This design comes from an exercise in tuning for small area, a short achievable clock period and few clock cycles on the open sky130 flow, not from production work. Only simulation tests tie the RTL to the original design; equivalence was not proved. Power figures rest on the tool's default switching activity, not on a simulated workload.

==> inputs of 05-01 <==
## bfx
module bfx (
    input  wire        clk,
    input  wire        rst,           
    input  wire        src_valid,
    input  wire        src_end,
    input  wire [7:0]  src_char,
    output wire        src_ready,
    input  wire        start,
    input  wire        stop_req,
    input  wire        eof_bit,
    input  wire        budget_en,
    input  wire [19:0] step_budget,
    output wire        in_req,
    input  wire        in_ack,
    input  wire        in_eos,
    input  wire [7:0]  in_byte,
    output wire        out_valid,
    output wire [7:0]  out_data,
    input  wire        out_fail,
    output wire [1:0]  ld_status,     
    output wire [1:0]  err_kind,      
    output wire [11:0] err_pos,
    output wire [1:0]  run_state,     
    output wire [2:0]  fault_cause    
);
    localparam IW       = 7;              
    localparam PROG_MAX = 1 << IW;        
    localparam PW       = 9;              
    localparam TAPE     = 1 << PW;        
    localparam [PW-1:0] PTR_ZERO = 1 << (PW - 1);    
    localparam [PW-1:0] PTR_TOP  = {PW{1'b1}};
    localparam C_TGL = 3'd0, C_LEFT = 3'd1, C_RIGHT = 3'd2, C_IN = 3'd3,
               C_OUT = 3'd4, C_OPEN = 3'd5, C_CLOSE = 3'd6;
    localparam LD_UNLOADED = 2'd0, LD_LOADING = 2'd1, LD_LOADED = 2'd2, LD_FAILED = 2'd3;
    reg [1:0]    ld_q;
    reg          ld_err_q;         
    reg [1:0]    err_kind_q;
    reg [11:0]   err_pos_q;
    reg [IW:0]   len_q;            
    reg [IW:0]   k;                
    reg [11:0]   c;                
    reg [IW:0]   sp;               
    reg          bv_q;             
    reg          bend_q;           
    reg          bcmd_q;           
    reg [2:0]    bop_q;            
    reg [IW+1:0] ent_e [0:63];
    reg [IW+1:0] ent_o [0:63];
    reg [63:0]   hf;
    reg [3:0]    hv [0:15];
    reg [4:0]    hvp;              
    reg [511:0]  ring;
    reg          dr_q, dl_q;
    reg [IW:0]   ip_q;             
    reg [IW:0]   ip1_q;            
    wire         odd  = ip_q[0];
    wire [IW+1:0] ee  = ent_e[ip1_q[IW-1:1]];
    wire [IW+1:0] eo  = ent_o[ip_q[IW-1:1]];
    wire [IW+1:0] eA  = odd ? eo : ee;
    wire [IW+1:0] eB  = odd ? ee : eo;
    wire [IW-1:0] jA  = eA[IW-1:0];
    wire [IW-1:0] jB  = eB[IW-1:0];
    function [3:0] decode;         
        input [7:0] ch;
        case (ch)
            8'h2B, 8'h2D: decode = {1'b1, C_TGL};
  ...
clock: 9.0 ns
lec_check: 0
abc_clock_period_in_ps: 4000
cap_margin: 20
core_margin: 2
core_utilization: 40
cts_buf_list: sky130_fd_sc_hd__clkbuf_16
cts_cluster_diameter: 60
cts_cluster_size: 16
place_density: 0.6
setup_slack_margin: 4
slew_margin: 20
run.sh (not shown) runs the stock make flow with config.mk's settings and CLKGATE_MAP_FILE= SYNTH_SCRIPT=/design/flow/synth_recipe.tcl, a recipe that flattens the netlist after the stock synthesis.
==> 05-06 (differences from 05-01) <==
--- a/flow/design.v
+++ b/flow/design.v
@@ -43,15 +43,13 @@
     reg          bv_q;             
     reg          bend_q;           
     reg          bcmd_q;           
     reg [2:0]    bop_q;            
     reg [IW+1:0] ent_e [0:63];
     reg [IW+1:0] ent_o [0:63];
-    reg [63:0]   hf;
-    reg [3:0]    hv [0:15];
-    reg [4:0]    hvp;              
+    reg [3:0]    pos_hi [0:63];
     reg [511:0]  ring;
     reg          dr_q, dl_q;
     reg [IW:0]   ip_q;             
     reg [IW:0]   ip1_q;            
     wire         odd  = ip_q[0];
     wire [IW+1:0] ee  = ent_e[ip1_q[IW-1:1]];
@@ -79,21 +77,17 @@
     wire         is_open  = (bop_q == C_OPEN);
     wire         is_close = (bop_q == C_CLOSE);
     wire [IW:0]  sp_m1   = sp - 1'b1;
     wire [IW-1:0] top    = ip_q[IW-1:0];
     wire [IW-1:0] link   = jA;             
     wire [IW-1:0] k7     = k[IW-1:0];
-    reg          last_open_q;      
-    wire         self_lp = last_open_q;    
+    wire         self_lp = (top == k7 - 1'b1);
     wire ld_store = bv_q && !bend_q && !skip && bcmd_q &&
                     (k != PROG_MAX) && !(is_close && sp == 0);
     wire push_st  = ld_store && is_open;
     wire pop_st   = ld_store && is_close;
-    wire [4:0]   hvp_m1  = hvp - 1'b1;
-    wire [3:0]   top_hi  = hv[hvp_m1[3:0]];
-    wire         new_hi  = (hvp == 5'd0) || (c[11:8] != top_hi);
     always @(posedge clk) begin
         if (rst) begin
             bv_q <= 1'b0;
         end else begin
             bv_q   <= src_valid;
             bend_q <= src_end;
@@ -105,33 +99,29 @@
         if (rst) begin
             ld_q       <= LD_UNLOADED;
             ld_err_q   <= 1'b0;
             err_kind_q <= 2'd0;
             err_pos_q  <= 12'd0;
             len_q      <= {(IW+1){1'b0}};
-            hvp        <= 5'd0;
-            last_open_q <= 1'b0;
             k          <= {(IW+1){1'b0}};
             c          <= 12'd0;
             sp         <= {(IW+1){1'b0}};
         end else begin
             if (bv_q) begin
                 if (bend_q) begin
                     len_q    <= k;
-                    hvp      <= 5'd0;
-                    last_open_q <= 1'b0;
                     k        <= {(IW+1){1'b0}};
                     c        <= 12'd0;
                     sp       <= {(IW+1){1'b0}};
                     ld_err_q <= 1'b0;
                     if (skip) begin
                         ld_q <= LD_FAILED;
                     end else if (sp != 0) begin
                         ld_q       <= LD_FAILED;
                         err_kind_q <= 2'd2;
-                        err_pos_q  <= {top_hi, ring[448], ring[384], ring[320],
+                        err_pos_q  <= {pos_hi[sp_m1[5:0]], ring[448], ring[384], ring[320],
                                        ring[256], ring[192], ring[128], ring[64], ring[0]};
                     end else begin
                         ld_q <= LD_LOADED;
                     end
                 end else begin
                     c <= c + 1'b1;
@@ -143,23 +133,14 @@
                         end else if (is_close && sp == 0) begin
                             ld_err_q   <= 1'b1;
                             err_kind_q <= 2'd1;
                             err_pos_q  <= c;
                         end else begin
                             k <= k + 1'b1;
-                            last_open_q <= is_open;
-                            if (is_open) begin
-                                sp <= sp + 1'b1;
-                                hf <= {hf[62:0], new_hi};
-                                if (new_hi) hvp <= hvp + 1'b1;
-                            end
-                            if (is_close) begin
-                                sp <= sp - 1'b1;
-                                hf <= {1'b0, hf[63:1]};
-                                if (hf[0]) hvp <= hvp_m1;
-                            end
+                            if (is_open)  sp <= sp + 1'b1;
+                            if (is_close) sp <= sp - 1'b1;
                         end
                     end
                 end
             end
             if (src_valid) begin
                 ld_q <= LD_LOADING;
@@ -182,25 +163,24 @@
             if (k7[0]) ent_o[k7[IW-1:1]] <= went;
             else       ent_e[k7[IW-1:1]] <= went;
             if (is_close) begin
                 if (top[0]) ent_o[top[IW-1:1]][IW-1:0] <= wx;
                 else        ent_e[top[IW-1:1]][IW-1:0] <= wx;
             end
-            if (is_open && new_hi)
-                hv[hvp[3:0]] <= c[11:8];
+            if (is_open)
+                pos_hi[sp[5:0]] <= c[11:8];
         end
     end
     assign ld_status = ld_q;
     assign err_kind  = err_kind_q;
     assign err_pos   = err_pos_q;
     localparam R_IDLE = 2'd0, R_RUN = 2'd1, R_HALT = 2'd2, R_FAULT = 2'd3;
     reg [1:0]    rs_q;             
     reg          wait_q;           
     reg [2:0]    cause_q;
     reg [PW-1:0] ptr_q;            
-    reg [PW-1:0] ptrp_q, ptrm_q;   
     reg [PW-1:0] lo_q, hi_q;       
     reg [19:0]   rem_q;            
     reg          ben_q, eof_q, stop_q;
     reg [7:0]    in_buf_q;         
     reg [2:0]    in_rem_q;
     reg          in_eos_q;
@@ -312,14 +292,12 @@
             rs_q      <= (len_q == 0) ? R_HALT : R_RUN;
             wait_q    <= 1'b0;
             cause_q   <= 3'd0;
             ip_q      <= {(IW+1){1'b0}};
             ip1_q     <= {{IW{1'b0}}, 1'b1};
             ptr_q     <= PTR_ZERO;
-            ptrp_q    <= PTR_ZERO + 1'b1;
-            ptrm_q    <= PTR_ZERO - 1'b1;
             lo_q      <= PTR_ZERO;
             hi_q      <= PTR_ZERO;
             rem_q     <= step_budget;
             ben_q     <= budget_en;
             eof_q     <= eof_bit;
             stop_q    <= 1'b0;
@@ -422,21 +400,17 @@
                             end
                         end
                     end
                 end
             end
             if (rot_r) begin
-                ptr_q  <= ptrp_q;
-                ptrp_q <= ptrp_q + 1'b1;
-                ptrm_q <= ptr_q;
+                ptr_q <= ptr_q + 1'b1;
                 if (at_hi) hi_q <= hi_q + 1'b1;
             end
             if (rot_l) begin
-                ptr_q  <= ptrm_q;
-                ptrm_q <= ptrm_q - 1'b1;
-                ptrp_q <= ptr_q;
+                ptr_q <= ptr_q - 1'b1;
                 if (at_lo) lo_q <= lo_q - 1'b1;
             end
             if (consume_in && in_have) begin
                 in_buf_q <= {1'b0, in_buf_q[7:1]};
                 in_rem_q <= in_rem_q - 1'b1;
             end
Settings changed: ABC_CLOCK_PERIOD_IN_PS 4000 to not set, CTS_BUF_LIST sky130_fd_sc_hd__clkbuf_16 to not set, CTS_CLUSTER_DIAMETER 60 to not set, CTS_CLUSTER_SIZE 16 to not set.
==> 01-13 (differences from 05-01) <==
Settings changed: CTS_CLUSTER_DIAMETER 60 to 65, CTS_CLUSTER_SIZE 16 to 22.
==> comparison table <==
Total placed cells including tap cells: 01-13 10820; 05-01 10820; 05-06 10880
Final Instance Area: 01-13 103000 um^2; 05-01 103600 um^2; 05-06 109400 um^2
Post-Route Skew: 01-13 0.05463 ns; 05-01 0.06335 ns; 05-06 0.07311 ns
Highest metal layer with signal wires: 01-13 met5; 05-01 met5; 05-06 met4
Clock share of power: 01-13 38.6%; 05-01 40.5%; 05-06 44.6%
Flip-flop and latch count after synthesis: 01-13 1973; 05-01 1973; 05-06 2077
Horiz. Die Dim: 01-13 485.4 um; 05-01 485.4 um; 05-06 494.2 um
Final routed wirelength across all metal layers: 01-13 278000 um; 05-01 279200 um; 05-06 306100 um
Post-place setup slack: 01-13 2.369 ns; 05-01 2.369 ns; 05-06 1.934 ns
Routed metal-1 wirelength: 01-13 116500 um; 05-01 116800 um; 05-06 118500 um
Post-route worst setup slack: 01-13 3.925 ns; 05-01 3.954 ns; 05-06 3.210 ns
Worst-case register-to-register setup slack: 01-13 3.92 ns; 05-01 3.95 ns; 05-06 3.21 ns
Endpoint of the worst hold-timing path: 01-13 out_buf_q[4]; 05-01 out_buf_q[4]; 05-06 out_buf_q[0]
Start point of the critical path: 01-13 ip_q[3]; 05-01 ip_q[2]; 05-06 ip_q[2]
Hold Worst Slack: 01-13 0.4654 ns; 05-01 0.4657 ns; 05-06 0.4516 ns
First-pass GRT wire length: 01-13 410500 um; 05-01 412600 um; 05-06 442600 um
Area of the die: 01-13 235600 um^2; 05-01 235600 um^2; 05-06 244200 um^2
Max Freq: 01-13 0.1970 GHz; 05-01 0.1982 GHz; 05-06 0.1727 GHz
Outcome: 01-13 complete, no violations; 05-01 complete, no violations; 05-06 complete, no violations
Layout-stage area growth over the synthesis result: 01-13 11.14%; 05-01 11.75%; 05-06 13.82%
Testbench counts of 05-01, summed over its fixed seeds: cycles 89,341.
Testbench counts of 05-06, summed over its fixed seeds: cycles 89,341.
Testbench counts of 01-13, summed over its fixed seeds: cycles 89,341.

static timing again, ports no longer ideal:
How much do the figures lean on ideal ports? The routed layouts below were timed once more, with nothing changed but the port constraints. Step 1 sets driving cells, clkbuf_16 on the clock port and buf_2 on the other inputs (assumed; they add their load-dependent delay and slew). Step 2 times the ports against the registers' clock, not the clock port: input delays grow and output delays shrink by t, the midpoint of the rising clock arrivals with the driver on. Slacks: no drivers / after step 1 / after step 2; pairs: no drivers / after step 1.
| run | shift t [ns] | setup slack, ns | hold WS [ns] | slew at the worst register clock pin (ns) |
|---|---|---|---|---|
| 05-01 | 0.934 | 3.954 / 3.954 / 3.954 | 0.466 / 0.466 / 0.466 | 0.08 / 0.08 |
| 05-06 | 0.960 | 3.210 / 3.210 / 3.195 | 0.452 / 0.452 / 0.452 | 0.07 / 0.07 |
| 01-13 | 0.918 | 3.925 / 3.925 / 3.887 | 0.465 / 0.465 / 0.465 | 0.09 / 0.09 |
After both steps every run listed still meets setup and hold. For 01-13, which loses most, drivers alone change the setup slack by 0.000 ns; drivers and shift together by -0.038 ns.
